This is an optimization exercise on Yosys and OpenROAD, whose aim is small area, not a production implementation. In this exercise RTL edits were held to simulation tests only and were not proved equivalent to the original. No activity file was given, so power comes from the tool's default toggle rates.

==> flow/design.v <==
module crcfr (
    input  wire        clk,
    input  wire        rst_n,     
    input  wire        sel,       
    input  wire        we,        
    input  wire [1:0]  size,      
    input  wire [5:0]  addr,      
    input  wire [31:0] wdata,
    output reg  [31:0] rdata,
    output wire        buserr,
    output wire        irq
);
    localparam [2:0] ST_IDLE = 3'd0, ST_RAW = 3'd1, ST_ENC = 3'd2, ST_DEC = 3'd3,
                     ST_SIGGEN = 3'd4, ST_SIGCHK = 3'd5;
    localparam [2:0] PH_NONE = 3'd0, PH_LEN = 3'd1, PH_TAG = 3'd2, PH_PAYLOAD = 3'd3,
                     PH_CRC = 3'd4, PH_SIG = 3'd5, PH_END = 3'd6;
    function [31:0] crc_byte;
        input [31:0] c;
        input [7:0]  b;
        integer k;
        reg [31:0] v;
        begin
            v = c ^ {24'd0, b};
            for (k = 0; k < 8; k = k + 1)
                v = v[0] ? ((v >> 1) ^ 32'hEDB88320) : (v >> 1);
            crc_byte = v;
        end
    endfunction
    function is_letter;
        input [7:0] b;
        begin
            is_letter = ~b[7] & b[6] & (|b[4:0]) & ~(b[4] & b[3] & (b[2] | (b[1] & b[0])));
        end
    endfunction
    function [7:0] sig_byte;
        input [2:0] i;
        begin
            case (i)
                3'd0: sig_byte = 8'h89;
                3'd1: sig_byte = 8'h50;
                3'd2: sig_byte = 8'h4E;
                3'd3: sig_byte = 8'h47;
                3'd4: sig_byte = 8'h0D;
                3'd5: sig_byte = 8'h0A;
                3'd6: sig_byte = 8'h1A;
                default: sig_byte = 8'h0A;
            endcase
        end
    endfunction
    reg [2:0]  st;
    reg [2:0]  phase;
    reg [2:0]  idx;
    reg [3:0]  err;
    reg        done;
    reg        outv;
    reg [7:0]  outbuf;
    reg        pass;
    reg        cok;         
    reg [1:0]  ei_src;
    reg [31:0] crc;
    reg [31:0] len;
    reg [31:0] tag;
    reg [31:0] avail;
    reg [31:0] pcount;
    reg [31:0] stored;
    reg [1:0]  inten;
    reg [1:0]  intstat;
    wire legal_acc = (size == 2'd2) && (addr[1:0] == 2'b00);
    assign buserr = sel && !legal_acc;
    wire wr = sel && legal_acc && we;
    wire rd = sel && legal_acc && !we;
    wire [3:0] ra = addr[5:2];
    wire w_cmd     = wr && ra == 4'd1;
    wire w_crc     = wr && ra == 4'd4;
    wire w_len     = wr && ra == 4'd6;
    wire w_tag     = wr && ra == 4'd7;
    wire w_avail   = wr && ra == 4'd8;
    wire w_cfg     = w_crc | w_len | w_tag | w_avail;
    wire w_din     = wr && ra == 4'd12;
    wire w_inten   = wr && ra == 4'd14;
    wire w_intstat = wr && ra == 4'd15;
    wire r_dout    = rd && ra == 4'd13;
    wire [7:0] din = wdata[7:0];
    wire eflag = |err;
    wire e_idle = st == ST_IDLE;
    wire e_raw  = st == ST_RAW;
    wire e_enc  = st == ST_ENC;
    wire e_dec  = st == ST_DEC;
    wire e_sgen = st == ST_SIGGEN;
    wire e_schk = st == ST_SIGCHK;
    wire s_idle = !eflag && e_idle;
    wire p_none = phase == PH_NONE;
    wire p_len  = phase == PH_LEN;
    wire p_tag  = phase == PH_TAG;
    wire p_pay  = phase == PH_PAYLOAD;
    wire p_crc  = phase == PH_CRC;
    wire p_sig  = phase == PH_SIG;
    wire p_end  = phase == PH_END;
    wire idx3 = idx[1] & idx[0];
    wire idx7 = idx3 & idx[2];
    wire [3:0] op = wdata[3:0];
    wire cmd_legal = (wdata[31:9] == 23'd0) && (wdata[7:4] == 4'd0) &&
                     (op <= 4'd8) && (!wdata[8] || op == 4'd6);
    wire c_ok    = w_cmd && cmd_legal;
    wire c_act   = c_ok && !eflag;
    wire c_soft  = c_ok && op == 4'd1;
    wire c_abort = c_ok && op == 4'd2;
    wire c_raw   = c_act && (op == 4'd3 || op == 4'd4);
    wire c_enc   = c_act && op == 4'd5;
    wire c_dec   = c_act && op == 4'd6;
    wire c_sgen  = c_act && op == 4'd7;
    wire c_schk  = c_act && op == 4'd8;
    wire c_illegal = w_cmd && !eflag && !cmd_legal;
    wire c_raw_go  = c_raw && (e_idle || e_raw);
    wire c_init_go = c_raw_go && op == 4'd3;
    wire c_enc_go  = c_enc && e_idle;
    wire c_dec_go  = c_dec && e_idle;
    wire c_sgen_go = c_sgen && e_idle;
    wire c_schk_go = c_schk && e_idle;
    wire c_start   = c_raw_go | c_enc_go | c_dec_go | c_sgen_go | c_schk_go;
    wire c_notallowed = (c_raw && !(e_idle || e_raw)) ||
                        ((c_enc || c_dec || c_sgen || c_schk) && !e_idle);
    wire [3:0] letter = {is_letter(tag[7:0]), is_letter(tag[15:8]),
                         is_letter(tag[23:16]), is_letter(tag[31:24])};
    wire all_let  = &letter;
    wire ntag_let = letter[1] & letter[2] & letter[3] & is_letter(din);
    wire len_nz = |len;
    wire wsel_len = p_len | (p_none & ~wdata[1]);
    wire wsel_tag = p_tag;
    wire wsel_crc = p_crc;
    wire wsel_sig = p_sig | (p_none & wdata[1]);
    wire [3:0] ioh = {idx3, idx[1] & ~idx[0], ~idx[1] & idx[0], ~idx[1] & ~idx[0]};
    wire [7:0] sigb = sig_byte(idx);
    reg [7:0] mbyte;
    integer k;
    always @(*) begin
        mbyte = {8{wsel_sig}} & sigb;
        for (k = 0; k < 4; k = k + 1) begin
            mbyte = mbyte | ({8{wsel_len & ioh[k]}} & len[31 - 8 * k -: 8])
                          | ({8{wsel_tag & ioh[k]}} & tag[31 - 8 * k -: 8])
                          | ({8{wsel_crc & ioh[k]}} & ~crc[31 - 8 * k -: 8]);
        end
    end
    wire [7:0] nbyte = w_din ? din : mbyte;
    wire match = din == mbyte;
    wire pc_inc;
    wire av_dec;
    wire [32:0] pc_c;
    wire [32:0] av_b;
    wire [31:0] pc_s;      
    wire [31:0] av_s;      
    assign pc_c[0] = pc_inc;
    assign av_b[0] = av_dec;
    genvar gi;
    generate
        for (gi = 0; gi < 32; gi = gi + 1) begin : g_cnt
            assign pc_s[gi]    = pcount[gi] ^ pc_c[gi];
            assign pc_c[gi+1]  = pcount[gi] & pc_c[gi];
            assign av_s[gi]    = avail[gi] ^ av_b[gi];
            assign av_b[gi+1]  = ~avail[gi] & av_b[gi];
        end
    endgenerate
    wire pcnt_eq = pc_s == len;
    wire [31:0] nl = {len[23:0], din};
    wire [29:0] x8_c;
    wire [32:0] x8;
    assign x8_c[0] = 1'b1;
    assign x8[2:0] = nl[2:0];
    generate
        for (gi = 0; gi < 29; gi = gi + 1) begin : g_x8
            assign x8[gi+3]     = nl[gi+3] ^ x8_c[gi];
            assign x8_c[gi+1]   = nl[gi+3] & x8_c[gi];
        end
    endgenerate
    assign x8[32] = x8_c[29];
    wire [33:0] gt;
    assign gt[0] = 1'b0;
    generate
        for (gi = 0; gi < 32; gi = gi + 1) begin : g_gt
            assign gt[gi+1] = (x8[gi] & ~av_s[gi]) | (~(x8[gi] ^ av_s[gi]) & gt[gi]);
        end
    endgenerate
    assign gt[33] = x8[32] | gt[32];
    wire trunc_len = gt[33];
    wire din_ok    = w_din && !eflag;
    wire d_raw     = din_ok && e_raw;
    wire d_enc_pay = din_ok && e_enc && p_pay && !outv;
    wire d_dec     = din_ok && e_dec;
    wire d_dec_len = d_dec && p_len;
    wire d_dec_tag = d_dec && p_tag;
    wire d_dec_pay = d_dec && p_pay && !(pass && outv);
    wire d_dec_crc = d_dec && p_crc;
    wire d_schk    = din_ok && e_schk;
    wire d_unexp   = din_ok && (e_idle || e_sgen || (e_enc && !p_pay));
    wire d_overrun = din_ok && p_pay && outv && (e_enc || (e_dec && pass));
    wire d_pay     = d_enc_pay | d_dec_pay;
    assign pc_inc = d_raw | d_pay;
    assign av_dec = d_dec_len | d_dec_tag | d_dec_pay | d_dec_crc | d_schk;
    wire crc_good = cok & match;
    wire e_trunc_d = d_dec_len && idx3 && trunc_len;
    wire e_tag_d   = d_dec_tag && idx3 && !ntag_let;
    wire e_crc_d   = d_dec_crc && idx3 && !crc_good;
    wire e_sig_d   = d_schk && !match;
    wire cmpl_dec  = d_dec_crc && idx3 && crc_good;
    wire cmpl_sig  = d_schk && idx7 && match;
    wire consume    = r_dout && outv;      
    wire cmpl_dout  = consume && (e_enc || e_sgen) && p_end;
    wire rf_dout    = consume && (e_enc || e_sgen) && !p_end && !p_pay;
    wire rf_tag     = consume && e_enc && p_tag;
    wire refill     = rf_dout | (c_enc_go && all_let) | c_sgen_go;
    wire rf_last    = idx3 && (idx[2] || !p_sig);
    wire e_cmd_tag = c_enc_go && !all_let;
    wire e_cmd_dec = c_dec_go && (avail[31:4] == 28'd0) && !(avail[3] && avail[2]);
    wire e_cmd_sig = c_schk_go && (avail[31:3] == 29'd0);
    wire e_cfg     = w_cfg && !eflag && !e_idle;
    wire raise = c_illegal | c_notallowed | e_cmd_tag | e_cmd_dec | e_cmd_sig | e_cfg |
                 d_unexp | d_overrun | e_trunc_d | e_tag_d | e_crc_d | e_sig_d;
    wire [3:0] raise_code;
    assign raise_code[0] = e_tag_d | e_cmd_tag | e_crc_d | c_illegal | d_unexp | e_cfg;
    assign raise_code[1] = e_trunc_d | e_cmd_dec | e_crc_d | c_notallowed | d_unexp;
    assign raise_code[2] = e_sig_d | e_cmd_sig | c_illegal | c_notallowed | d_unexp;
    assign raise_code[3] = d_overrun | e_cfg;
    wire [1:0] raise_src = {ra[3] ^ ra[2], ra[3] & ra[2]};
    wire complete = cmpl_dec | cmpl_sig | cmpl_dout;
    wire [2:0] idx_p1 = idx + 3'd1;
    reg [2:0] n_st, n_phase, n_idx;
    always @(*) begin
        n_st = st; n_phase = phase; n_idx = idx;
        if (c_abort | complete) begin
            n_st = ST_IDLE; n_phase = PH_NONE; n_idx = 3'd0;
        end else if (c_start) begin
            n_idx = refill ? 3'd1 : 3'd0;
            if (c_raw_go)  begin n_st = ST_RAW;    n_phase = PH_NONE; end
            if (c_enc_go)  begin n_st = ST_ENC;    n_phase = PH_LEN;  end
            if (c_dec_go)  begin n_st = ST_DEC;    n_phase = PH_LEN;  end
            if (c_sgen_go) begin n_st = ST_SIGGEN; n_phase = PH_SIG;  end
            if (c_schk_go) begin n_st = ST_SIGCHK; n_phase = PH_SIG;  end
        end else if (rf_dout) begin
            if (rf_last) begin
                n_idx = 3'd0;
                if (p_len) n_phase = PH_TAG;
                if (p_tag) n_phase = len_nz ? PH_PAYLOAD : PH_CRC;
                if (p_crc || p_sig) n_phase = PH_END;
            end else begin
                n_idx = idx_p1;
            end
        end else if (d_pay) begin
            if (pcnt_eq) begin n_phase = PH_CRC; n_idx = 3'd0; end
        end else if (d_dec_len | d_dec_tag | d_dec_crc) begin
            if (!idx3) begin
                n_idx = idx_p1;
            end else if (d_dec_len && !trunc_len) begin
                n_phase = PH_TAG; n_idx = 3'd0;
            end else if (d_dec_tag && ntag_let) begin
                n_phase = len_nz ? PH_PAYLOAD : PH_CRC; n_idx = 3'd0;
            end
        end else if (d_schk && match) begin
            n_idx = idx_p1;
        end
    end
    wire srst    = !rst_n || c_soft;
    wire crc_set = c_init_go | c_enc_go | c_dec_go;
    wire crc_upd = d_raw | d_pay | d_dec_tag | rf_tag;
    wire dec_clr = srst | c_dec_go;
    wire pc_clr  = srst | c_init_go | c_enc_go | c_dec_go;
    wire [31:0] crc_nx = crc_byte(crc, nbyte);
    always @(posedge clk) begin
        if (srst) begin
            st      <= ST_IDLE;
            phase   <= PH_NONE;
            idx     <= 3'd0;
            err     <= 4'd0;
            done    <= 1'b0;
            outv    <= 1'b0;
            pass    <= 1'b0;
            inten   <= 2'd0;
            intstat <= 2'd0;
        end else begin
            st    <= n_st;
            phase <= n_phase;
            idx   <= n_idx;
            if (raise) err <= raise_code;
            else if (c_abort) err <= 4'd0;
            done <= complete | (done & ~(raise | c_start | c_abort));
            outv <= refill | d_enc_pay | (d_dec_pay & pass) |
                    (outv & ~(raise | c_start | c_abort | consume));
            if (c_start) pass <= c_dec_go & ~wdata[8];
            if (w_inten) inten <= wdata[1:0];
            intstat <= (intstat & ~(w_intstat ? wdata[1:0] : 2'b00)) | {raise, complete};
        end
    end
    always @(posedge clk) begin
        if (srst | crc_set)            crc <= 32'hFFFFFFFF;
        else if (w_crc && s_idle)      crc <= wdata;
        else if (crc_upd)              crc <= crc_nx;
    end
    always @(posedge clk) begin
        if (dec_clr)                   len <= 32'd0;
        else if (w_len && s_idle)      len <= wdata;
        else if (d_dec_len)            len <= nl;
    end
    always @(posedge clk) begin
        if (dec_clr)                   tag <= 32'd0;
        else if (w_tag && s_idle)      tag <= wdata;
        else if (d_dec_tag)            tag <= {tag[23:0], din};
    end
    always @(posedge clk) begin
        if (dec_clr)                   stored <= 32'd0;
        else if (d_dec_crc)            stored <= {stored[23:0], din};
    end
    always @(posedge clk) begin
        if (srst)                      avail <= 32'd0;
        else if (w_avail && s_idle)    avail <= wdata;
        else                           avail <= av_s;
    end
    always @(posedge clk) begin
        if (pc_clr)                    pcount <= 32'd0;
        else                           pcount <= pc_s;
    end
    always @(posedge clk) begin
        if (raise) ei_src <= raise_src;
        if (refill | d_pay) outbuf <= nbyte;
        if (d_dec_crc) cok <= match & (cok | ~(idx[1] | idx[0]));
    end
    assign irq = |(intstat & inten);
    wire [15:0] rs;
    generate
        for (gi = 0; gi < 16; gi = gi + 1) begin : g_rs
            assign rs[gi] = ra == gi;
        end
    endgenerate
    wire live   = rs[2] & ~eflag;            
    wire errst  = rs[2] & eflag;             
    wire einfo  = rs[3] & eflag;             
    wire pos    = live | einfo;              
    wire [31:0] tagflags = {22'd0, all_let & ~tag[13], tag[5], ~tag[13], ~tag[21], ~tag[29],
                            all_let, letter};
    always @(*) begin
        rdata = ({32{rs[0]}} & 32'h43524331)
              | ({32{rs[4]}} & crc)
              | ({32{rs[5]}} & ~crc)
              | ({32{rs[6]}} & len)
              | ({32{rs[7]}} & tag)
              | ({32{rs[8]}} & avail)
              | ({32{rs[9]}} & pcount)
              | ({32{rs[10]}} & stored)
              | ({32{rs[11]}} & tagflags)
              | ({32{rs[13]}} & {23'd0, outv, {8{outv}} & outbuf})
              | ({32{rs[14]}} & {30'd0, inten})
              | ({32{rs[15]}} & {30'd0, intstat})
              | ({32{rs[2]}} & {12'd0, irq, pass, outv, done, err, 12'd0})
              | ({32{errst}} & 32'h0000000F)
              | ({32{pos}} & {21'd0, idx, 1'b0, phase, 1'b0, st})
              | ({32{einfo}} & {18'd0, ei_src, 12'd0});
    end
endmodule
==> flow/flow/run.sh <==
#!/bin/bash
# Own layout flow: the standard flow, except that
#  * synthesis maps the logic with an area-oriented ABC script (abc_area.script
#    here, no delay-driven buffering or upsizing) and without the full-adder
#    extraction; everything up to the flip-flop mapping is ORFS's synth.tcl as
#    the standard synthesis runs it, so the registers keep their names and cells;
#  * the port buffers are buf_1 cells and CTS inserts no dummy loads.
# Each tool's full output goes to a log file in the work folder.
set -euo pipefail
W=$PWD
F=$W/flow

# ORFS's synth.tcl with the ABC call replaced.
sed -e "s#log_cmd abc {\*}\$abc_args#log_cmd abc -script $F/abc_area.script {*}\$lib_args {*}\$lib_dont_use_args#" \
    "$FLOW_HOME/scripts/synth.tcl" > "$W/synth_own.tcl"
grep -q "abc -script $F/abc_area.script" "$W/synth_own.tcl"
# The standard flow's synthesis wrapper, sourcing that copy.
sed -e "s#source \$::env(SCRIPTS_DIR)/synth.tcl#source $W/synth_own.tcl#" \
    "$W/synth_recipe.tcl" > "$W/synth_recipe_own.tcl"
grep -q "source $W/synth_own.tcl" "$W/synth_recipe_own.tcl"
# standard.sh with that synthesis script.
sed -e "s#SYNTH_SCRIPT=[^ ]*#SYNTH_SCRIPT=$W/synth_recipe_own.tcl#" "$W/standard.sh" > "$W/standard_own.sh"
grep -q "synth_recipe_own.tcl" "$W/standard_own.sh"

EXTRA=(ADDER_MAP_FILE=
       "BUFFER_PORTS_ARGS=-buffer_cell sky130_fd_sc_hd__buf_1"
       "CTS_ARGS=-sink_clustering_enable -repair_clock_nets -dont_use_dummy_load")

bash "$W/standard_own.sh" "${EXTRA[@]}" synth > "$W/synth.log" 2>&1
bash "$W/standard.sh" "${EXTRA[@]}" finish > "$W/layout.log" 2>&1
==> flow/flow/abc_area.script <==
strash
&get -n
&st
&dch
&nf -R 1000
&put
topo
==> flow/standard.sh <==
#!/bin/bash
# synth_recipe.tcl (not shown) runs the flow's synth.tcl, then flattens the netlist and writes it again
# the make line also repeats each setting of config.mk as NAME=value (left out here)
make -C /OpenROAD-flow-scripts/flow DESIGN_CONFIG=/design/flow/config.mk WORK_HOME=/design/flow/orfs CLKGATE_MAP_FILE= SYNTH_SCRIPT=/design/flow/synth_recipe.tcl "${@:-finish}"
==> flow/config.mk <==
export PLATFORM = sky130hd
export DESIGN_NAME = crcfr
export DESIGN_NICKNAME = crcfr
export VERILOG_FILES = /design/flow/design.v
export SDC_FILE = /design/flow/constraint.sdc
export NUM_CORES = 4
export LEC_CHECK = 0
export CAP_MARGIN = 20
export CORE_MARGIN = 2
export CORE_UTILIZATION = 40
export SLEW_MARGIN = 20
==> flow/constraint.sdc <==
create_clock -name core_clock -period 12.0 [get_ports {clk}]
set_input_delay 2.4000 -clock core_clock [delete_from_list [all_inputs] [get_ports {clk}]]
set_output_delay 2.4000 -clock core_clock [all_outputs]
set_load 0.01 [all_outputs]
==> results of run 1 <==
## layer usage
metal  vias to the layer above  track usage  share of wire
met3                       152       0.0982           0.13
met4                         2        0.119          0.040
met1                      7553        0.506           0.41
met5                         -            0        0.00020
met2                      1028        0.523           0.42
li1                       7084            -              -
## through the flow
stage	worst slack [ns]	hold slack (ns)	cells	total power, W	util
floorplan	2.00	0.431	1817	0.000818	-
global placement	0.976	0.466	2381	0.000879	0.442
detailed placement	0.669	0.472	2381	0.000878	0.442
CTS	1.23	0.477	2408	0.00157	0.462
global route	0.264	0.495	2408	0.00161	0.462
finish	1.04	0.480	2408	0.00157	0.462
## power groups by stage
stage | sequential (W) | clock [W] | combinational (W)
2_1_floorplan | 0.000763 | 0 | 0.0000555
4_1_cts | 0.000747 | 0.000712 | 0.000115
3_3_place_gp | 0.000763 | 0 | 0.000116
5_1_grt | 0.000747 | 0.000738 | 0.000125
3_5_place_dp | 0.000763 | 0 | 0.000115
6_report | 0.000747 | 0.000707 | 0.000120
## state kept, by name, summed over array words and instances (netlist names), 4 cells and up
name	cells
outbuf	8
err	4
stored	32
pcount	32
len	32
tag	32
avail	32
crc	32
## worst register-to-register path: cells and delay by family, from the launching register on
family                 cells  cell delay (ns)
buffers and inverters      1             0.19
AO/OA/AOI/OAI             11             2.54
flip-flops                 1             0.36
AND/OR/NAND/NOR           18             5.64
XOR/XNOR                   1             0.27
## how the worst max path moves through the flow
stage,from,to,slack (ns),cells past startpoint
6_report,size[0],idx[1],1.04,34
5_1_grt,size[0],idx[0],0.26,33
4_1_cts,size[0],idx[1],1.23,34
2_1_floorplan,size[0],idx[1],2.00,30
3_3_place_gp,size[0],idx[1],0.98,34
3_5_place_dp,size[0],idx[1],0.67,34
## area by class of cell
cell class / count / area (µm²)
Inverter: 21 / 78.8
Fill cell: 3492 / 18000
Tap cell: 448 / 561
Multi-Input combinational cell: 1573 / 9020
Clock buffer: 27 / 676
Timing Repair Buffer: 116 / 582
Sequential cell: 223 / 4570
## cell usage in the layout (no fill, tap or decap), types with 4 or more instances in the layout
| master | count |
|---|---|
| o21a_1 | 10 |
| a21o_1 | 12 |
| o21ai_0 | 135 |
| nor3_1 | 27 |
| nor4_1 | 29 |
| and4_1 | 9 |
| xor2_1 | 53 |
| a211oi_1 | 18 |
| a222oi_1 | 17 |
| xnor2_1 | 120 |
| nor2b_1 | 6 |
| a221oi_1 | 56 |
| nand3_1 | 58 |
| clkinv_1 | 21 |
| clkbuf_16 | 27 |
| nand4_1 | 27 |
| nand4b_1 | 4 |
| o22ai_1 | 10 |
| a21oi_1 | 235 |
| o221ai_1 | 7 |
| a211o_1 | 23 |
| or2_0 | 8 |
| and3_1 | 11 |
| nor2_2 | 4 |
| dfxtp_1 | 212 |
| nand2b_1 | 12 |
| nand2_1 | 284 |
| edfxtp_1 | 11 |
| or3_1 | 14 |
| a22oi_1 | 42 |
| nor3b_1 | 6 |
| nand3b_1 | 4 |
| a31oi_1 | 18 |
| nor2_1 | 241 |
| buf_4 | 39 |
| or4_1 | 7 |
| buf_1 | 77 |
| a221o_1 | 16 |
| nor4b_1 | 4 |
## logic make-up (layout without fill, tap and decap cells)
family                 count (synthesis)  count (layout)  synth area share
AND/OR/NAND/NOR                      770             770             0.254
AO/OA/AOI/OAI                        629             629             0.292
flip-flops                           223             223             0.336
XOR/XNOR                             173             173             0.111
buffers and inverters                 21             164           0.00580
multiplexers                           1               1          0.000828
==> results_dict.tcl, run 1 <==
set metrics [dict create \
    synth_area_leaders "dfxtp_1 (31%), a21oi_1 (8.7%), nand2_1 (7.9%), xnor2_1 (7.7%), nor2_1 (6.8%)" \
    cts_resized 0 \
    dieArea_um2 35500 \
    cp_slowest_cell "a21boi_0" \
    synth.distinct_cells 53 \
    clk_pin_slew_ns 0.05 \
    design.core.area_um2 33500 \
    synth.net_count 1861 \
    slew_violations 0 \
    timing.final.crit_share 0.913 \
    synthArstFlopShare 0 \
    finalInstanceArea_um2 15500 \
    io_buffers 77 \
    p_sw_w 0.000405 \
    grt_pass1_wl_um 95200 \
    synth-edff-count 11 \
    internal_power_w 0.00117 \
    synth_top_cell_by_area "dfxtp_1" \
    setup_viol 0 \
    worst_pin_slew_ns 1.13 \
    crit_fanout 17 \
    worstSetupEndpointType "flip-flop" \
    maxSlewHeadroom 0.247 \
    drive_gt1_frac 0.0408 \
    synthCells 1817 \
    min_to "stored[21]" \
    crit_family "simple AND/OR/NAND/NOR gates" \
    placed_area_um2 14800 \
    cts_tree "built" \
    rr_endpoint "idx[1]" \
    peakVddDrop_mv 0.108 \
    numCtsBuffers 27 \
    postCtsSetupRepairBufs 0 \
    period_needed_ns 10.96 \
    dieWidth_um 188 \
    rows 67 \
    drtPass1Iterations 7 \
    r2r_setup_slack_ns 2.86 \
    syn_area_um2 13600 \
    gp_congestion 1.02 \
    cp.required_ns 12.41 \
    startpoint_type "primary input" \
    yosysMostFrequentCell "nand2_1" \
    clk_latency_ns 0.56 \
    rsz0062_at_grt "false" \
    routed_via_density 6.57 \
    worst_hold_path.num_cells 2 \
    grt_pass1_vias 14298 \
    leakage_nw 5.00 \
    max_cap_violations 0 \
    root_buffer "clkbuf_16" \
    cpPeakStageDelay_ns 0.72 \
    cp.arrival_ns 11.37 \
    crit_top_cell "or3_1" \
    hold_viol_final 0 \
    path_buf_inv 3 \
    fmax_mhz 91.2 \
    yosys_warnings 1 \
    drcViolationCount 0 \
    yosys_register_bits 223 \
    crit_type "primary input to flip-flop" \
    dp.final_hpwl_um 48600 \
    p_seq_frac 0.475 \
    hold_buffers 0 \
    ys.flop_type "dfxtp_1" \
    skew_ns 0.0278 \
    clockBufferDepth 3 \
    vias 15819 \
    synth_top_cell_area_share 0.312 \
    overflow 0 \
    status "finished clean" \
    hp-class "flip-flop to flip-flop" \
    hold_path_startpoint "stored[21]" \
    timing.rr.start "err[0]" \
    ys_seq_area_frac 0.336 \
    worst_r2r_path_depth 31 \
    fin_setup_tns_ns 0 \
    h-tree-depth 1 \
    finalWirelength_um 65600 \
    grt_antenna_before_repair 1 \
    power.density_nw_per_um2 102 \
    avgSynthCellArea_um2 7.49 \
    ant_nets 0 \
    grt.total_usage 0.358 \
    area_delta_synth_final_pct 13.9 \
    ios 78 \
    clkPwrFrac 0.449 \
    numClockSinks 223 \
    grt_max_degree 65 \
    post_drt_wl_per_cell_um 27.2 \
    drt_iter0_drc 2513 \
    comb_power_share 0.076 \
    initial_core_util 0.406 \
    synth_common_cells "nand2_1 (285), nor2_1 (245), a21oi_1 (237), dfxtp_1 (212), o21ai_0 (135)" \
    num_antenna_cells 0 \
    fp.dieH_um 188 \
    nets 2006 \
    switching_share 0.257 \
]
==> inputs of run 2 (changes only) <==
--- a/flow/flow/run.sh
+++ b/flow/flow/run.sh
@@ -5,5 +5,6 @@
 #    extraction; everything up to the flip-flop mapping is ORFS's synth.tcl as
 #    the standard synthesis runs it, so the registers keep their names and cells;
-#  * the port buffers are buf_1 cells and CTS inserts no dummy loads.
+#  * the port buffers are buf_1 cells; CTS builds the tree from clkbuf_4 cells
+#    and inserts no dummy loads.
 # Each tool's full output goes to a log file in the work folder.
 set -euo pipefail
@@ -25,5 +26,5 @@
 EXTRA=(ADDER_MAP_FILE=
        "BUFFER_PORTS_ARGS=-buffer_cell sky130_fd_sc_hd__buf_1"
-       "CTS_ARGS=-sink_clustering_enable -repair_clock_nets -dont_use_dummy_load")
+       "CTS_ARGS=-sink_clustering_enable -repair_clock_nets -dont_use_dummy_load -buf_list sky130_fd_sc_hd__clkbuf_4 -root_buf sky130_fd_sc_hd__clkbuf_4")
 
 bash "$W/standard_own.sh" "${EXTRA[@]}" synth > "$W/synth.log" 2>&1
==> flow/flow/abc_area.script (replaced) <==
strash
&get -n
&st
&deepsyn -T 60 -S 7
&dch
&nf -p -R 1000
&put
topo
==> run 2 against run 1 <==
Against the previous run:
- global-route usage up 3.4 points
- clock power down 21%
- largest power group unchanged
- highest routed layer is now met4
- via count down 4.6%
- synthesized cell count is 11% lower
- clock skew rose by 0.052 ns
==> results_dict.tcl, run 2 <==
set metrics [dict create \
    dieArea_um2 33900 \
    synth_top_cell_by_area "dfxtp_1" \
    synth.distinct_cells 54 \
    multi_input_area_um2 8430 \
    clk_pin_slew_ns 0.05 \
    ios 78 \
    io_buffers 77 \
    skew_ns 0.0795 \
    r2r_setup_slack_ns 3.26 \
    status "finished clean" \
    ys.flop_type "dfxtp_1" \
    whs_ns 0.488 \
    internal_power_w 0.00104 \
    max_cap_violations 0 \
    vias 15084 \
    fp.dieH_um 184 \
    clockBufferDepth 3 \
    peakVddDrop_mv 0.0485 \
    cp.arrival_ns 11.15 \
    cts_resized 0 \
    mostFrequentLayoutCell "nand2_1" \
    fmax_mhz 94.9 \
    timing.rr.start "err[0]" \
    worstSetupEndpointType "flip-flop" \
    root_buffer "clkbuf_4" \
    cpPeakStageDelay_ns 0.67 \
    startpoint_type "primary input" \
    routed_via_density 6.75 \
    dp.final_hpwl_um 49000 \
    synth_common_cells "nand2_1 (245), dfxtp_1 (212), nor2_1 (139), o21ai_0 (116), xnor2_1 (95)" \
    critPathLaunch "size[0]" \
    drcViolationCount 0 \
    design.core.area_um2 32300 \
    yosys_warnings 1 \
    rows 66 \
    syn_area_um2 13000 \
    place_inst 2164 \
    synth.net_count 1655 \
    initial_core_util 0.403 \
    p_sw_w 0.000420 \
    drive_gt1_frac 0.0660 \
    timing.final.crit_share 0.879 \
    worst_r2r_path_depth 36 \
    final_cell_mix "nand2_1 (245), dfxtp_1 (212), nor2_1 (130)" \
    fillCellCount 3359 \
    p_seq_frac 0.526 \
    hold_buffers 0 \
    slew_violations 0 \
    cp_slowest_cell "o21ai_0" \
    rsz0062_at_grt "false" \
    grt.total_usage 0.392 \
    yosysMostFrequentCell "nand2_1" \
    synth_top_cell_area_share 0.327 \
    final_cells 2234 \
    drt_iter0_drc 2424 \
    switching_share 0.287 \
    synthArstFlopShare 0 \
    crit_fanout 8 \
    rr_endpoint "outv" \
    nets 1835 \
    numCtsBuffers 67 \
    avgSynthCellArea_um2 8.07 \
    postCtsSetupRepairBufs 0 \
    leakage_nw 5.16 \
    gp_congestion 1.03 \
    hp-class "flip-flop to flip-flop" \
    ys_seq_area_frac 0.352 \
    clk_latency_ns 0.76 \
    synth-edff-count 11 \
    hold_viol_final 0 \
    clkPwrFrac 0.383 \
    post_drt_wl_per_cell_um 30.0 \
    grt_pass1_wl_um 96600 \
    place_ws_ns 1.06 \
    crit_type "primary input to flip-flop" \
    synthCells 1611 \
    comb_power_share 0.091 \
    yosys_register_bits 223 \
    grt_max_degree 53 \
    synth_area_leaders "dfxtp_1 (33%), nand2_1 (7.1%), xnor2_1 (6.4%), a22oi_1 (4.5%), o21ai_0 (4.5%)" \
    grt_pass1_vias 14008 \
    drtPass1Iterations 9 \
    area_delta_synth_final_pct 12.9 \
    numClockSinks 223 \
    ff_latch_area_um2 4570 \
    maxSlewHeadroom 0.150 \
    fin_setup_tns_ns 0 \
    h-tree-depth 3 \
    grt_antenna_before_repair 2 \
    overflow 0 \
    power.density_nw_per_um2 99.5 \
    worst_slack_ns 1.46 \
    dieWidth_um 184 \
    setup_viol 0 \
    period_needed_ns 10.54 \
    finalWirelength_um 67000 \
    ant_nets 0 \
    cts_tree "built" \
    cp.required_ns 12.61 \
    worst_pin_slew_ns 1.26 \
    cp-endpoint "outv" \
]
==> run 2: cell types whose count changed after synthesis, sizes merged, moves of 13 or more <==
cell,delta
nand2b,+13
xnor2,-25
nor2,-106
o21ai,-19
a22o,+61
a22oi,+36
a21oi,-144
nor2b,+29
nand2,-40
o22ai,+16
a211o,-23
==> run 2: critical path, delay by kind of cell <==
kind | cells | cell delay, ns
and+or+nand+nor | 23 | 5.38
AOI/OAI and AO/OA | 14 | 3.07
buffers and inverters | 2 | 0.28
==> run 2: layer usage <==
metal	global-route usage	share of wire	up-vias
met5	0	0	-
met4	0.288	0.085	0
met3	0.103	0.11	297
met2	0.590	0.42	1055
met1	0.483	0.38	7139
li1	-	-	6593
==> run 2: layout make-up <==
type	instances	area share
clock buffers	67	0.0343
well taps	442	0.0377
inverters	16	0.00409
repair buffers	111	0.0371
flip-flops and latches	223	0.312
diodes	3	0.000512
multi-input cells	1372	0.574
==> run 2: worst min-delay path by stage <==
stage                          start         end  slack, ns  depth (start not counted)
final                     intstat[0]  intstat[0]       0.49                          2
after CTS                 stored[30]  stored[30]       0.49                          1
after global routing      stored[26]  stored[26]       0.50                          1
after detailed placement  stored[30]  stored[30]       0.47                          1
after global placement    stored[26]  stored[26]       0.46                          1
after floorplan                 done        done       0.43                          2
==> run 2: stage by stage <==
step | total power [W] | area [µm²] | util
floorplan | 0.000836 | 13000 | -
global placement | 0.000910 | 14200 | 0.438
detailed placement | 0.000909 | 14200 | 0.438
CTS | 0.00146 | 14700 | 0.454
global route | 0.00151 | 14700 | 0.454
finish | 0.00146 | 14700 | 0.454
==> run 2: power groups by stage <==
| stage | clock network [W] | logic (W) | registers, W |
|---|---|---|---|
| final | 0.000559 | 0.000134 | 0.000768 |
| after global routing | 0.000601 | 0.000139 | 0.000766 |
| after CTS | 0.000568 | 0.000128 | 0.000766 |
| after detailed placement | 0 | 0.000128 | 0.000782 |
| after global placement | 0 | 0.000127 | 0.000782 |
| after floorplan | 0 | 0.0000627 | 0.000773 |
==> run 2: logic make-up after synthesis <==
group           synth area share
compound gates             0.298
xor+xnor                  0.0984
mux                      0.00520
simple gates               0.242
buf+inv                  0.00462
flops                      0.352
==> inputs of run 3 (changes only) <==
--- a/flow/config.mk
+++ b/flow/config.mk
@@ -6,6 +6,6 @@
 export NUM_CORES = 4
 export LEC_CHECK = 0
-export CAP_MARGIN = 20
+export CAP_MARGIN = 5
 export CORE_MARGIN = 2
-export CORE_UTILIZATION = 40
-export SLEW_MARGIN = 20
+export CORE_UTILIZATION = 55
+export SLEW_MARGIN = 5
==> run 3 against run 2 <==
Against the previous run:
- flip-flop and latch count did not move
- area after synthesis did not move
- worst hold slack got worse by 0.0025 ns
- synthesized cell count did not move
- fmax fell by 2.6%
- first-iteration DRC count rose by 9.4%
- die area fell by 27%
- via count rose by 3.4%
- core utilization rose by 17 points
- power fell by 2.4%
- worst setup slack got worse by 0.28 ns
==> results_dict.tcl, run 3 <==
set metrics [dict create \
    status "finished clean" \
    max_cap_violations 0 \
    clkPwrFrac 0.368 \
    cpPeakStageDelay_ns 0.76 \
    ant_nets 0 \
    switching_share 0.289 \
    routed_via_density 7.40 \
    grt_max_degree 53 \
    syn_area_um2 13000 \
    leakage_nw 5.14 \
    drtPass1Iterations 10 \
    skew_ns 0.0711 \
    crit_type "primary input to flip-flop" \
    cts_resized 0 \
    area_delta_synth_final_pct 11.4 \
    root_buffer "clkbuf_4" \
    grt_antenna_before_repair 2 \
    period_needed_ns 10.82 \
    overflow 0 \
    yosys_warnings 1 \
    ys.flop_type "dfxtp_1" \
    grt_pass1_wl_um 93200 \
    r2r_setup_slack_ns 3.00 \
    avgSynthCellArea_um2 8.07 \
    numCtsBuffers 60 \
    drt_iter0_drc 2651 \
    grt_pass1_vias 14238 \
    maxSlewHeadroom 0.114 \
    synth_top_cell_by_area "dfxtp_1" \
    synth_area_leaders "dfxtp_1 (33%), nand2_1 (7.1%), xnor2_1 (6.4%), a22oi_1 (4.5%), o21ai_0 (4.5%)" \
    io_buffers 77 \
    synth.distinct_cells 54 \
    clk_pin_slew_ns 0.06 \
    hold_viol_final 0 \
    design.core.area_um2 23300 \
    final_cells 2107 \
    synthArstFlopShare 0 \
    drive_gt1_frac 0.0627 \
    hp-class "flip-flop to flip-flop" \
    p_sw_w 0.000412 \
    synth_top_cell_area_share 0.327 \
    h-tree-depth 2 \
    fin_util 0.620 \
    setup_viol 0 \
    place_inst 2045 \
    mostFrequentLayoutCell "nand2_1" \
    slew_violations 0 \
    worstSetupEndpointType "flip-flop" \
    clockBufferDepth 3 \
    crit_fanout 8 \
    worst_pin_slew_ns 1.32 \
    clk_latency_ns 0.73 \
    fin_setup_tns_ns 0 \
    yosys_register_bits 223 \
    dp.final_hpwl_um 46400 \
    rsz0062_at_grt "false" \
    numClockSinks 223 \
    ys_seq_area_frac 0.352 \
    vias 15591 \
    rows 56 \
    fillCellCount 2165 \
    p_seq_frac 0.539 \
    post_drt_wl_per_cell_um 30.6 \
    cp_slowest_cell "o21ai_0" \
    drcViolationCount 0 \
    cts_tree "built" \
    finalInstanceArea_um2 14500 \
    timing.final.crit_share 0.902 \
    hold_buffers 0 \
    crit_family "simple AND/OR/NAND/NOR gates" \
    final_cell_mix "nand2_1 (245), dfxtp_1 (212), nor2_1 (131)" \
    grt.total_usage 0.512 \
    peakVddDrop_mv 0.0836 \
    dieWidth_um 158 \
    cp.arrival_ns 11.44 \
    total_power_w 0.00142 \
    dieArea_um2 24900 \
    comb_power_share 0.094 \
    ios 78 \
    gp_congestion 1.12 \
    synth_common_cells "nand2_1 (245), dfxtp_1 (212), nor2_1 (139), o21ai_0 (116), xnor2_1 (95)" \
    synth.net_count 1655 \
    fmax_mhz 92.4 \
    synthCells 1611 \
    fp.dieH_um 158 \
    yosysMostFrequentCell "nand2_1" \
    path_buf_inv 2 \
    finalWirelength_um 64500 \
    power.density_nw_per_um2 98.4 \
    initial_core_util 0.557 \
    internal_power_w 0.00101 \
    postCtsSetupRepairBufs 0 \
    cp.required_ns 12.61 \
    startpoint_type "primary input" \
    nets 1832 \
    placed_area_um2 14000 \
    synth-edff-count 11 \
]
## run 3: cell count changes in the layout (fill, tap and decap cells not counted), sizes merged
cell    delta
clkbuf     -7
buf        +4
diode      -1
## run 3: worst min-delay path, delay by kind of cell, from the launching register on
family           cells  cell delay, ns
DFF                  1            0.34
and+or+nand+nor      2            0.10
## run 3: final cells by class
type / instances / area (µm²) / share of cell area
Sequential cell: 223 / 4570 / 0.316
Tap cell: 319 / 399 / 0.0276
Inverter: 16 / 60.1 / 0.00415
Antenna cell: 2 / 5.00 / 0.000346
Clock buffer: 60 / 450 / 0.0311
Timing Repair Buffer: 115 / 574 / 0.0397
Multi-Input combinational cell: 1372 / 8410 / 0.581
## run 3: metal layers
metal  part of all wire  routed length, µm  track usage
met1               0.36              23100        0.632
met2               0.40              25800        0.740
met3               0.14               9030        0.158
met4               0.10               6580        0.399
met5            0.00017                 11            0
## run 3: final timing paths
path | end | start | cells past startpoint
setup reg to reg | err[1] | err[2] | 35
hold reg to reg | err[0] | err[0] | 2
hold / removal | err[0] | err[0] | 2
setup / recovery | err[1] | size[0] | 38
## run 3: cells by family after synthesis
logic type / Yosys count / share of synthesized area
xor gates and xnor gates: 146 / 0.0984
muxes: 6 / 0.00520
AOI/OAI and AO/OA: 553 / 0.298
and+or+nand+nor: 667 / 0.242
buffers and inverters: 16 / 0.00462
DFF: 223 / 0.352
## run 3: metrics by stage
stage / setup slack (ns) / hold WS [ns]
floorplan: 2.37 / 0.432
global placement: 1.28 / 0.463
detailed placement: 0.954 / 0.465
CTS: 1.58 / 0.488
global route: 0.707 / 0.512
finish: 1.18 / 0.485
## run 3: power by group through the flow
| stage | combinational (W) | clock (W) | sequential [W] |
|---|---|---|---|
| final | 0.000134 | 0.000524 | 0.000767 |
| after global routing | 0.000137 | 0.000556 | 0.000766 |
| after CTS | 0.000126 | 0.000524 | 0.000766 |
| after detailed placement | 0.000126 | 0 | 0.000782 |
| after global placement | 0.000124 | 0 | 0.000782 |
| after floorplan | 0.0000627 | 0 | 0.000773 |
==> inputs of run 4 (changes only) <==
--- a/flow/design.v
+++ b/flow/design.v
@@ -126,8 +126,8 @@
     wire ntag_let = letter[1] & letter[2] & letter[3] & is_letter(din);
     wire len_nz = |len;
-    wire wsel_len = p_len | (p_none & ~wdata[1]);
-    wire wsel_tag = p_tag;
+    wire wsel_len = p_len | (p_none & w_cmd & ~wdata[1]);
+    wire wsel_tag = p_tag & ~w_din;
     wire wsel_crc = p_crc;
-    wire wsel_sig = p_sig | (p_none & wdata[1]);
+    wire wsel_sig = p_sig | (p_none & w_cmd & wdata[1]);
     wire [3:0] ioh = {idx3, idx[1] & ~idx[0], ~idx[1] & idx[0], ~idx[1] & ~idx[0]};
     wire [7:0] sigb = sig_byte(idx);
@@ -142,5 +142,5 @@
         end
     end
-    wire [7:0] nbyte = w_din ? din : mbyte;
+    wire [7:0] nbyte = ({8{w_din}} & din) | mbyte;
     wire match = din == mbyte;
     wire pc_inc;
==> flow/flow/run.sh (replaced) <==
#!/bin/bash
# Own layout flow: the standard flow, except that
#  * synthesis maps the logic with an area-oriented ABC script (abc_area.script:
#    deepsyn, then area-recovering mapping; no delay-driven buffering or
#    upsizing), once per deepsyn seed, and keeps the smallest mapping
#    (abc_pick.tcl); it skips the full-adder extraction. Everything up to the
#    flip-flop mapping is ORFS's synth.tcl as the standard synthesis runs it, so
#    the registers keep their names and cells;
#  * the port buffers are buf_1 cells; CTS builds the tree from clkbuf_4 cells
#    (clkbuf_8 root) in clusters of up to 8 sinks and inserts no dummy loads.
# Each tool's full output goes to a log file in the work folder.
set -euo pipefail
W=$PWD
F=$W/flow
SEEDS="1 2 3 4 5 6 7 8"

for s in $SEEDS; do
  sed -e "s#@SEED@#$s#" "$F/abc_area.script" > "$W/abc_area_$s.script"
done
{ echo "set own_work {$W}"; echo "set own_seeds {$SEEDS}"; cat "$F/abc_pick.tcl"; } > "$W/abc_pick_own.tcl"

# ORFS's synth.tcl with the ABC call replaced.
sed -e "s#log_cmd abc {\*}\$abc_args#source $W/abc_pick_own.tcl#" \
    "$FLOW_HOME/scripts/synth.tcl" > "$W/synth_own.tcl"
grep -q "source $W/abc_pick_own.tcl" "$W/synth_own.tcl"
# The standard flow's synthesis wrapper, sourcing that copy.
sed -e "s#source \$::env(SCRIPTS_DIR)/synth.tcl#source $W/synth_own.tcl#" \
    "$W/synth_recipe.tcl" > "$W/synth_recipe_own.tcl"
grep -q "source $W/synth_own.tcl" "$W/synth_recipe_own.tcl"
# standard.sh with that synthesis script.
sed -e "s#SYNTH_SCRIPT=[^ ]*#SYNTH_SCRIPT=$W/synth_recipe_own.tcl#" "$W/standard.sh" > "$W/standard_own.sh"
grep -q "synth_recipe_own.tcl" "$W/standard_own.sh"

EXTRA=(ADDER_MAP_FILE=
       "BUFFER_PORTS_ARGS=-buffer_cell sky130_fd_sc_hd__buf_1"
       "CTS_ARGS=-sink_clustering_enable -repair_clock_nets -dont_use_dummy_load -buf_list sky130_fd_sc_hd__clkbuf_4 -root_buf sky130_fd_sc_hd__clkbuf_8 -sink_clustering_size 8 -sink_clustering_max_diameter 40")

bash "$W/standard_own.sh" "${EXTRA[@]}" synth > "$W/synth.log" 2>&1
bash "$W/standard.sh" "${EXTRA[@]}" finish > "$W/layout.log" 2>&1
==> flow/flow/abc_area.script (replaced) <==
strash
&get -n
&st
&deepsyn -T 15 -S @SEED@
&dch
&nf -p -R 1000
&put
topo
==> flow/flow/abc_pick.tcl (new file) <==
# Maps the logic once per deepsyn seed and keeps the smallest mapping.
# Sourced by synth_own.tcl in place of ORFS's single abc call.
design -save own_pre_abc
set own_best_area 1e18
foreach own_seed $own_seeds {
  design -load own_pre_abc
  set own_script $own_work/abc_area_$own_seed.script
  log_cmd abc -script $own_script {*}$lib_args {*}$lib_dont_use_args
  tee -q -o $own_work/abc_stat_$own_seed.txt stat {*}$lib_args
  set own_fh [open $own_work/abc_stat_$own_seed.txt]
  set own_txt [read $own_fh]
  close $own_fh
  if { ![regexp {Chip area for module '[^']*': ([0-9.]+)} $own_txt -> own_area] } {
    error "no area for seed $own_seed"
  }
  puts "OWN abc seed $own_seed: area $own_area"
  if { $own_area < $own_best_area } {
    set own_best_area $own_area
    set own_best_seed $own_seed
    design -save own_best_abc
  }
}
design -load own_best_abc
puts "OWN abc picked seed $own_best_seed: area $own_best_area"
==> run 4 against run 3 <==
Against the previous run:
- clock skew down 0.019 ns
- area after synthesis down 0.85%
- core utilization down 0.90 points
- fmax up 3.3%
- cell count down 1.2%
- critical path type unchanged
- non-clock buffer count down 1
- still clean
- clock power down 13%
- wire length down 3.8%
- first-iteration DRC count up 18%
==> results_dict.tcl, run 4 <==
set metrics [dict create \
    status "finished clean" \
    crit_fanout 5 \
    cp.arrival_ns 10.92 \
    peakVddDrop_mv 0.0755 \
    cpPeakStageDelay_ns 0.59 \
    synthCells 1608 \
    drt_iter0_drc 3135 \
    dieWidth_um 157 \
    synth.distinct_cells 55 \
    rows 56 \
    worst_pin_slew_ns 1.28 \
    ant_nets 0 \
    final_cell_mix "dfxtp_1 (212), nand2_1 (200), nor2_1 (139)" \
    synth_top_cell_area_share 0.329 \
    clockBufferDepth 3 \
    drive_gt1_frac 0.0511 \
    leakage_nw 5.06 \
    postCtsSetupRepairBufs 0 \
    post_drt_wl_per_cell_um 29.8 \
    synth_common_cells "dfxtp_1 (212), nand2_1 (200), nor2_1 (149), a21oi_1 (120), o21ai_0 (109)" \
    numCtsBuffers 40 \
    grt_antenna_before_repair 1 \
    hold_viol_final 0 \
    ys_seq_area_frac 0.355 \
    grt_max_degree 33 \
    startpoint_type "primary input" \
    grt.total_usage 0.494 \
    overflow 0 \
    gp_congestion 1.13 \
    yosys_register_bits 223 \
    worstSetupEndpointType "flip-flop" \
    maxSlewHeadroom 0.144 \
    cp_slowest_cell "o21ai_0" \
    cp.required_ns 12.44 \
    io_buffers 77 \
    fin_setup_tns_ns 0 \
    total_power_w 0.00130 \
    crit_top_cell "a21oi_1" \
    synth.net_count 1652 \
    synthArstFlopShare 0 \
    whs_ns 0.487 \
    period_needed_ns 10.48 \
    grt_pass1_vias 13994 \
    initial_core_util 0.554 \
    num_antenna_cells 0 \
    finalWirelength_um 62100 \
    hold_buffers 0 \
    nets 1808 \
    power.density_nw_per_um2 91.5 \
    dieArea_um2 24700 \
    fmax_mhz 95.4 \
    grt_pass1_wl_um 90000 \
    clk_pin_slew_ns 0.09 \
    rsz0062_at_grt "false" \
    avgSynthCellArea_um2 8.01 \
    h-tree-depth 2 \
    skew_ns 0.0524 \
    drtPass1Iterations 12 \
    synth_top_cell_by_area "dfxtp_1" \
    hp-class "flip-flop to flip-flop" \
    vias 15437 \
    max_cap_violations 0 \
    syn_area_um2 12900 \
    synth_area_leaders "dfxtp_1 (33%), nand2_1 (5.8%), a222oi_1 (4.8%), a21oi_1 (4.7%), xnor2_1 (4.4%)" \
    ios 78 \
    mostFrequentLayoutCell "dfxtp_1" \
    dp.final_hpwl_um 45600 \
    setup_viol 0 \
    slew_violations 0 \
    fin_util 0.612 \
    yosysMostFrequentCell "dfxtp_1" \
    crit_type "primary input to flip-flop" \
    fp.dieH_um 157 \
    area_delta_synth_final_pct 10.4 \
    numClockSinks 223 \
    root_buffer "clkbuf_8" \
    yosys_warnings 1 \
    cts_tree "built" \
    design.core.area_um2 23300 \
    ys.flop_type "dfxtp_1" \
    drcViolationCount 0 \
    timing.final.crit_share 0.873 \
    cts_resized 0 \
    clk_latency_ns 0.55 \
    routed_via_density 7.42 \
    synth-edff-count 11 \
]
run 4: cell count changes in the layout (fill, tap and decap cells not counted), sizes merged, moves of 20 or more:
cell,delta
a21oi,+27
a222oi,+33
a22oi,-31
clkbuf,-20
clkinv,+25
nand2,-45
o22ai,+28
xnor2,-30
run 4: path summary, 6_finish.rpt:
path | startpoint | endpoint | slack, ns | cells after the start
worst min-delay path | stored[1] | stored[9] | 0.49 | 1
worst max register to register | err[0] | outv | 3.23 | 37
worst max-delay path | size[0] | outv | 1.52 | 39
worst min register to register | stored[1] | stored[9] | 0.49 | 1
run 4: power breakdown:
part	internal (W)	switching (W)
Combinational	0.0000231	0.0000774
Sequential	0.000745	0.00000101
Clock	0.000173	0.000282
Total	0.000941	0.000361
run 4: per-stage QoR:
stage          setup slack (ns)  instance area, µm²  cells
6_report                   1.52               14200   2081
5_1_grt                   0.745               14200   2081
4_1_cts                    1.80               14200   2081
3_3_place_gp               1.56               13900   2041
2_1_floorplan              3.01               12900   1608
3_5_place_dp               1.32               13900   2041
run 4: area by class of cell:
class | instances | area [µm²]
sequential | 223 | 4570
multi-input combinational | 1344 | 8200
inverter | 41 | 154
tap | 319 | 399
fill | 2215 | 9040
timing repair buffer | 114 | 567
clock buffer | 40 | 332
run 4: kinds of logic after synthesis:
kind of cell | count (synthesis) | synth area share
AND/OR/NAND/NOR | 656 | 0.244
AO/OA/AOI/OAI | 563 | 0.304
flip-flops | 223 | 0.355
XOR/XNOR | 123 | 0.0836
buffers and inverters | 41 | 0.0119
multiplexers | 2 | 0.00155
run 4: critical path: cells and delay by family:
family / cells / cell delay, ns
buf+inv: 2 / 0.28
compound gates: 24 / 4.53
simple gates: 12 / 3.57
xor+xnor: 1 / 0.13
run 4: routing by layer:
metal / up-vias / track usage / wire (µm)
li1: 6526 / - / -
met1: 7210 / 0.667 / 23100
met2: 1415 / 0.679 / 24300
met3: 284 / 0.199 / 10900
met4: 2 / 0.239 / 3830
met5: - / 0 / 7
==> inputs of run 5 (changes only) <==
--- a/flow/flow/run.sh
+++ b/flow/flow/run.sh
@@ -7,6 +7,6 @@
 #    flip-flop mapping is ORFS's synth.tcl as the standard synthesis runs it, so
 #    the registers keep their names and cells;
-#  * the port buffers are buf_1 cells; CTS builds the tree from clkbuf_4 cells
-#    (clkbuf_8 root) in clusters of up to 8 sinks and inserts no dummy loads.
+#  * the port buffers are buf_1 cells; CTS builds the tree from clkbuf_8 cells
+#    in clusters of up to 16 sinks and inserts no dummy loads.
 # Each tool's full output goes to a log file in the work folder.
 set -euo pipefail
@@ -34,5 +34,5 @@
 EXTRA=(ADDER_MAP_FILE=
        "BUFFER_PORTS_ARGS=-buffer_cell sky130_fd_sc_hd__buf_1"
-       "CTS_ARGS=-sink_clustering_enable -repair_clock_nets -dont_use_dummy_load -buf_list sky130_fd_sc_hd__clkbuf_4 -root_buf sky130_fd_sc_hd__clkbuf_8 -sink_clustering_size 8 -sink_clustering_max_diameter 40")
+       "CTS_ARGS=-sink_clustering_enable -repair_clock_nets -dont_use_dummy_load -buf_list sky130_fd_sc_hd__clkbuf_8 -root_buf sky130_fd_sc_hd__clkbuf_8 -sink_clustering_size 16 -sink_clustering_max_diameter 50")
 
 bash "$W/standard_own.sh" "${EXTRA[@]}" synth > "$W/synth.log" 2>&1
==> run 5 against run 4 <==
Against the previous run:
- die area stayed put
- wire length is 0.60% lower
- fmax is 0.33% lower
- via count is 1.3% lower
- power is 1.0% higher
- register-to-register slack worse by 0.08 ns
- worst hold slack better by 0.0051 ns
- highest routed layer is now met4
==> results_dict.tcl, run 5 <==
set metrics [dict create \
    yosys_warnings 1 \
    rows 56 \
    grt_antenna_before_repair 1 \
    num_antenna_cells 0 \
    drt_iter0_drc 3155 \
    peakVddDrop_mv 0.0862 \
    crit_top_cell "a21oi_1" \
    worstSetupEndpointType "flip-flop" \
    setup_viol 0 \
    synth_xor_area_frac 0.0836 \
    p_sw_w 0.000356 \
    dieArea_um2 24700 \
    power.density_nw_per_um2 92.3 \
    overflow 0 \
    vias 15235 \
    avgSynthCellArea_um2 8.01 \
    synth_top_cell_area_share 0.329 \
    crit_type "primary input to flip-flop" \
    worst_hold_path.num_cells 2 \
    clk_pin_slew_ns 0.07 \
    ios 78 \
    synthCells 1608 \
    ys.flop_type "dfxtp_1" \
    drcViolationCount 0 \
    rr_endpoint "outv" \
    post_drt_wl_per_cell_um 29.8 \
    internal_power_w 0.000959 \
    yosys-mux-area-fraction 0.00155 \
    syn_area_um2 12900 \
    grt_pass1_wl_um 89500 \
    final_cell_mix "dfxtp_1 (212), nand2_1 (200), nor2_1 (139)" \
    drive_gt1_frac 0.0435 \
    cp_slowest_cell "o21ai_0" \
    root_buffer "clkbuf_8" \
    place_ws_ns 1.32 \
    finalWirelength_um 61700 \
    synth_area_leaders "dfxtp_1 (33%), nand2_1 (5.8%), a222oi_1 (4.8%), a21oi_1 (4.7%), xnor2_1 (4.4%)" \
    postCtsSetupRepairBufs 0 \
    synth-simple-area-share 0.244 \
    min_to "intstat[0]" \
    worst_r2r_path_depth 37 \
    crit_fanout 5 \
    clockBufferDepth 3 \
    synth_common_cells "dfxtp_1 (212), nand2_1 (200), nor2_1 (149), a21oi_1 (120), o21ai_0 (109)" \
    p_seq_frac 0.567 \
    fp.dieH_um 157 \
    fillCellCount 2182 \
    switching_share 0.271 \
    startpoint_type "primary input" \
    r2r_setup_slack_ns 3.15 \
    synth_fa_ha_area_frac 0 \
    ant_nets 0 \
    synth.net_count 1652 \
    cp.required_ns 12.49 \
    clk_latency_ns 0.62 \
    fmax_mhz 95.1 \
    hold_path_startpoint "intstat[0]" \
    hp-class "flip-flop to flip-flop" \
    cts_tree "built" \
    synth_compound_area_frac 0.304 \
    synth_top_cell_by_area "dfxtp_1" \
    initial_core_util 0.554 \
    grt_max_degree 33 \
    period_needed_ns 10.52 \
    grt_pass1_vias 13790 \
    comb_power_share 0.077 \
    numClockSinks 223 \
    io_buffers 77 \
    synthArstFlopShare 0 \
    leakage_nw 5.05 \
    ff_latch_area_um2 4570 \
    cts_resized 0 \
    worst_pin_slew_ns 1.31 \
    routed_via_density 7.37 \
    maxSlewHeadroom 0.124 \
    numCtsBuffers 26 \
    dp.final_hpwl_um 45600 \
    hold_buffers 0 \
    grt.total_usage 0.489 \
    ys_seq_area_frac 0.355 \
    rsz0062_at_grt "false" \
    fin_setup_tns_ns 0 \
    drtPass1Iterations 13 \
    synth_top_family_by_area "compound AO/OA/AOI/OAI gates" \
    timing.rr.start "err[1]" \
    multi_input_area_um2 8200 \
    yosys_register_bits 223 \
    slew_violations 0 \
    gp_congestion 1.13 \
    skew_ns 0.0685 \
    yosysMostFrequentCell "dfxtp_1" \
    dieWidth_um 157 \
    max_cap_violations 0 \
    synth.distinct_cells 55 \
    design.core.area_um2 23300 \
    area_delta_synth_final_pct 10.6 \
    timing.final.crit_share 0.876 \
    hold_viol_final 0 \
    clkPwrFrac 0.356 \
    nets 1794 \
    mostFrequentLayoutCell "dfxtp_1" \
    h-tree-depth 1 \
    cp.arrival_ns 11.01 \
    worst_slack_ns 1.48 \
    synth-edff-count 11 \
    status "finished clean" \
    cpPeakStageDelay_ns 0.63 \
]
run 5: cells by family (layout without fill, tap and decap cells):
logic type | Yosys count | after routing
and+or+nand+nor | 656 | 656
AOI/OAI and AO/OA | 563 | 563
xor gates and xnor gates | 123 | 123
muxes | 2 | 2
buffers and inverters | 41 | 181
DFF | 223 | 223
run 5: stage by stage:
stage          hold WS, ns  instances  total power [W]  utilization  area, µm²
6_report             0.492       2067          0.00132        0.613      14300
5_1_grt              0.503       2067          0.00134        0.613      14300
4_1_cts              0.487       2067          0.00130        0.613      14300
3_5_place_dp         0.468       2041         0.000857        0.597      13900
3_3_place_gp         0.464       2041         0.000857        0.597      13900
2_1_floorplan        0.432       1608         0.000801            -      12900
run 5: power groups by stage:
stage	logic, W	registers (W)	clock network, W
after floorplan	0.0000381	0.000763	0
after global placement	0.0000933	0.000763	0
after detailed placement	0.0000933	0.000763	0
after CTS	0.0000936	0.000746	0.000461
after global routing	0.000101	0.000746	0.000488
final	0.000101	0.000746	0.000468
run 5: worst max path at each step:
| stage | startpoint | end | cells after the start |
|---|---|---|---|
| 5_1_grt | size[0] | outv | 39 |
| 4_1_cts | size[0] | outv | 39 |
| 3_5_place_dp | size[0] | outv | 39 |
| 6_report | size[0] | outv | 39 |
| 2_1_floorplan | size[0] | outv | 36 |
| 3_3_place_gp | size[0] | outv | 39 |
run 5: area by class of cell:
class / instances / area share
inverters: 41 / 0.0108
repair buffers: 114 / 0.0398
flip-flops and latches: 223 / 0.321
clock buffers: 26 / 0.0251
multi-input cells: 1344 / 0.575
well taps: 319 / 0.0280
run 5: routing by layer:
metal / share of wire / wire length, µm / vias up / track usage
met2: 0.38 / 23600 / 1374 / 0.669
met4: 0.067 / 4110 / 0 / 0.236
met3: 0.17 / 10600 / 272 / 0.178
met1: 0.38 / 23400 / 7094 / 0.677
met5: 0 / 0 / - / 0
li1: - / - / 6495 / -
run 5: critical path: cells and delay by family:
| family | cells | cell delay, ns |
|---|---|---|
| AOI/OAI and AO/OA | 24 | 4.67 |
| and+or+nand+nor | 12 | 3.54 |
| xor gates and xnor gates | 1 | 0.13 |
| buffers and inverters | 2 | 0.28 |
==> inputs of run 6 (changes only) <==
--- a/flow/design.v
+++ b/flow/design.v
@@ -121,8 +121,13 @@
     wire c_notallowed = (c_raw && !(e_idle || e_raw)) ||
                         ((c_enc || c_dec || c_sgen || c_schk) && !e_idle);
-    wire [3:0] letter = {is_letter(tag[7:0]), is_letter(tag[15:8]),
-                         is_letter(tag[23:16]), is_letter(tag[31:24])};
+    wire [3:0] letter;
+    wire din_let;
+    crcfr_letter u_let0 (.b(tag[31:24]), .y(letter[0]));
+    crcfr_letter u_let1 (.b(tag[23:16]), .y(letter[1]));
+    crcfr_letter u_let2 (.b(tag[15:8]),  .y(letter[2]));
+    crcfr_letter u_let3 (.b(tag[7:0]),   .y(letter[3]));
+    crcfr_letter u_letd (.b(din),        .y(din_let));
     wire all_let  = &letter;
-    wire ntag_let = letter[1] & letter[2] & letter[3] & is_letter(din);
+    wire ntag_let = letter[1] & letter[2] & letter[3] & din_let;
     wire len_nz = |len;
     wire wsel_len = p_len | (p_none & w_cmd & ~wdata[1]);
@@ -164,5 +169,5 @@
     wire [31:0] nl = {len[23:0], din};
     wire [29:0] x8_c;
-    wire [32:0] x8;
+    wire [32:0] x8;        
     assign x8_c[0] = 1'b1;
     assign x8[2:0] = nl[2:0];
@@ -174,13 +179,12 @@
     endgenerate
     assign x8[32] = x8_c[29];
-    wire [33:0] gt;
-    assign gt[0] = 1'b0;
+    wire [32:0] ge;        
+    assign ge[0] = 1'b1;
     generate
-        for (gi = 0; gi < 32; gi = gi + 1) begin : g_gt
-            assign gt[gi+1] = (x8[gi] & ~av_s[gi]) | (~(x8[gi] ^ av_s[gi]) & gt[gi]);
+        for (gi = 0; gi < 32; gi = gi + 1) begin : g_ge
+            assign ge[gi+1] = (x8[gi] & ~avail[gi]) | (x8[gi] & ge[gi]) | (~avail[gi] & ge[gi]);
         end
     endgenerate
-    assign gt[33] = x8[32] | gt[32];
-    wire trunc_len = gt[33];
+    wire trunc_len = x8[32] | ge[32];
     wire din_ok    = w_din && !eflag;
     wire d_raw     = din_ok && e_raw;
@@ -355,2 +359,8 @@
     end
 endmodule
+module crcfr_letter (
+    input  wire [7:0] b,
+    output wire       y
+);
+    assign y = ~b[7] & b[6] & (|b[4:0]) & ~(b[4] & b[3] & (b[2] | (b[1] & b[0])));
+endmodule
--- a/flow/flow/run.sh
+++ b/flow/flow/run.sh
@@ -1,12 +1,6 @@
 #!/bin/bash
 # Own layout flow: the standard flow, except that
-#  * synthesis maps the logic with an area-oriented ABC script (abc_area.script:
-#    deepsyn, then area-recovering mapping; no delay-driven buffering or
-#    upsizing), once per deepsyn seed, and keeps the smallest mapping
-#    (abc_pick.tcl); it skips the full-adder extraction. Everything up to the
-#    flip-flop mapping is ORFS's synth.tcl as the standard synthesis runs it, so
-#    the registers keep their names and cells;
-#  * the port buffers are buf_1 cells; CTS builds the tree from clkbuf_8 cells
-#    in clusters of up to 16 sinks and inserts no dummy loads.
+#  * the port buffers are buf_1 cells; CTS builds the tree from clkbuf_4 cells
+#    (clkbuf_8 root) in clusters of up to 8 sinks and inserts no dummy loads.
 # Each tool's full output goes to a log file in the work folder.
 set -euo pipefail
@@ -34,5 +28,5 @@
 EXTRA=(ADDER_MAP_FILE=
        "BUFFER_PORTS_ARGS=-buffer_cell sky130_fd_sc_hd__buf_1"
-       "CTS_ARGS=-sink_clustering_enable -repair_clock_nets -dont_use_dummy_load -buf_list sky130_fd_sc_hd__clkbuf_8 -root_buf sky130_fd_sc_hd__clkbuf_8 -sink_clustering_size 16 -sink_clustering_max_diameter 50")
+       "CTS_ARGS=-sink_clustering_enable -repair_clock_nets -dont_use_dummy_load -buf_list sky130_fd_sc_hd__clkbuf_4 -root_buf sky130_fd_sc_hd__clkbuf_8 -sink_clustering_size 8 -sink_clustering_max_diameter 40")
 
 bash "$W/standard_own.sh" "${EXTRA[@]}" synth > "$W/synth.log" 2>&1
--- a/flow/flow/abc_pick.tcl
+++ b/flow/flow/abc_pick.tcl
@@ -11,5 +11,6 @@
   set own_txt [read $own_fh]
   close $own_fh
-  if { ![regexp {Chip area for module '[^']*': ([0-9.]+)} $own_txt -> own_area] } {
+  if { ![regexp {Chip area for top module '[^']*': ([0-9.]+)} $own_txt -> own_area] &&
+       ![regexp {Chip area for module '[^']*': ([0-9.]+)} $own_txt -> own_area] } {
     error "no area for seed $own_seed"
   }
--- a/flow/config.mk
+++ b/flow/config.mk
@@ -10,2 +10,3 @@
 export CORE_UTILIZATION = 55
 export SLEW_MARGIN = 5
+export SYNTH_HIERARCHICAL = 1
==> run 6 against run 5 <==
Against the previous run:
- non-clock buffer count grew 4
- worst setup slack gained 0.33 ns
- area after synthesis shrank 1.4%
- cell count shrank 4.5%
- fmax grew 3.3%
- flip-flop and latch count is the same
- critical endpoint is now avail[31]
==> results_dict.tcl, run 6 <==
set metrics [dict create \
    setup_viol 0 \
    drive_gt1_frac 0.0581 \
    period_needed_ns 10.18 \
    grt_antenna_before_repair 2 \
    maxSlewHeadroom 0.179 \
    hold_path_startpoint "inten[1]" \
    finalWirelength_um 62400 \
    ant_nets 0 \
    max_cap_violations 0 \
    worst_pin_slew_ns 1.21 \
    ios 78 \
    crit_type "primary input to flip-flop" \
    cp.required_ns 12.45 \
    hp-class "flip-flop to flip-flop" \
    grt_pass1_wl_um 89200 \
    post_drt_wl_per_cell_um 31.6 \
    h-tree-depth 2 \
    dieArea_um2 24300 \
    leakage_nw 4.87 \
    synth_common_cells "dfxtp_1 (212), nand2_1 (167), nor2_1 (134), o21ai_0 (100), xnor2_1 (86)" \
    grt_pass1_vias 13520 \
    ys_seq_area_frac 0.360 \
    synthArstFlopShare 0 \
    final_cells 1974 \
    cts_tree "built" \
    hold_viol_final 0 \
    whs_ns 0.494 \
    startpoint_type "primary input" \
    synth.net_count 1575 \
    clockBufferDepth 3 \
    crit_fanout 10 \
    ys.flop_type "dfxtp_1" \
    synthCells 1531 \
    io_buffers 77 \
    clk_pin_slew_ns 0.08 \
    cp.arrival_ns 10.63 \
    synth-edff-count 11 \
    synth_area_leaders "dfxtp_1 (33%), a222oi_1 (6.6%), xnor2_1 (5.9%), nand2_1 (4.9%), xor2_1 (4.7%)" \
    area_delta_synth_final_pct 10.7 \
    design.core.area_um2 22600 \
    numClockSinks 223 \
    yosysMostFrequentCell "dfxtp_1" \
    worst_r2r_path_depth 26 \
    drt_iter0_drc 3636 \
    timing.rr.start "err[0]" \
    fp.dieH_um 156 \
    skew_ns 0.0591 \
    grt_max_degree 58 \
    drtPass1Iterations 13 \
    cts_resized 0 \
    initial_core_util 0.561 \
    timing.final.crit_share 0.849 \
    hold_buffers 0 \
    synth.distinct_cells 49 \
    dieWidth_um 156 \
    numCtsBuffers 39 \
    status "finished clean" \
    fin_setup_tns_ns 0 \
    place_ws_ns 1.47 \
    clk_latency_ns 0.57 \
    fmax_mhz 98.2 \
    root_buffer "clkbuf_8" \
    avgSynthCellArea_um2 8.30 \
    rsz0062_at_grt "false" \
    syn_area_um2 12700 \
    yosys_register_bits 223 \
    peakVddDrop_mv 0.0729 \
    r2r_setup_slack_ns 3.72 \
    placed_area_um2 13700 \
    nets 1734 \
    synth_top_cell_area_share 0.334 \
]
-- run 6: kinds of logic (layout without fill, tap and decap cells) --
kind of cell | after synthesis | count (layout) | synth area share
AO/OA/AOI/OAI | 526 | 526 | 0.302
XOR/XNOR | 154 | 154 | 0.106
buffers and inverters | 61 | 218 | 0.0180
flip-flops | 223 | 223 | 0.360
multiplexers | 1 | 1 | 0.000788
other | 0 | 1 | 0
AND/OR/NAND/NOR | 566 | 566 | 0.213
-- run 6: Yosys stat by module, one instance, submodules excluded --
module,copies in the design,area [µm²],flops+latches,cells inside
crcfr,1,12500,223,1501
crcfr_letter,5,32.5,0,6
-- run 6: layout make-up --
| type | count | area, µm² |
|---|---|---|
| inverters | 61 | 229 |
| multi-input cells | 1247 | 7990 |
| well taps | 285 | 357 |
| diodes | 1 | 2.50 |
| flip-flops and latches | 223 | 4570 |
| fillers | 2059 | 8570 |
| repair buffers | 118 | 597 |
| clock buffers | 39 | 324 |
-- run 6: power breakdown --
group | switching [W] | internal [W]
clock | 0.000285 | 0.000169
combinational | 0.0000856 | 0.0000304
sequential | 0.0000165 | 0.000749
-- run 6: per-layer routing --
layer	vias up	track usage	share of wire
li1	6288	-	-
met1	6996	0.682	0.37
met2	1480	0.698	0.39
met3	357	0.180	0.18
met4	2	0.237	0.068
met5	-	0	0.000064
-- run 6: how the worst max path moves through the flow --
stage	startpoint	end	cells past startpoint	slack (ns)
after CTS	size[0]	avail[31]	30	2.00
after global routing	size[0]	avail[31]	30	0.99
after global placement	size[0]	avail[31]	30	1.84
after floorplan	size[0]	phase[2]	31	2.56
after detailed placement	size[0]	avail[31]	30	1.47
final	size[0]	avail[31]	30	1.82
-- run 6: critical path: cells and delay by family --
| kind | cells | cell delay (ns) |
|---|---|---|
| buffers and inverters | 3 | 0.41 |
| AO/OA/AOI/OAI | 3 | 0.30 |
| AND/OR/NAND/NOR | 24 | 7.51 |
-- run 6: metrics by stage --
stage                     total power [W]  utilization
after CTS                         0.00131        0.621
after global placement           0.000886        0.607
after detailed placement         0.000888        0.607
final                             0.00134        0.621
after global routing              0.00135        0.621
after floorplan                  0.000820            -

Check on run 6: ideal ports give 1.815 ns setup slack; a clkbuf_16 on the clock port and buf_2 on the inputs give 1.839 ns; moving port delays by the midpoint clock arrival (0.586 ns) as well gives 1.253 ns.
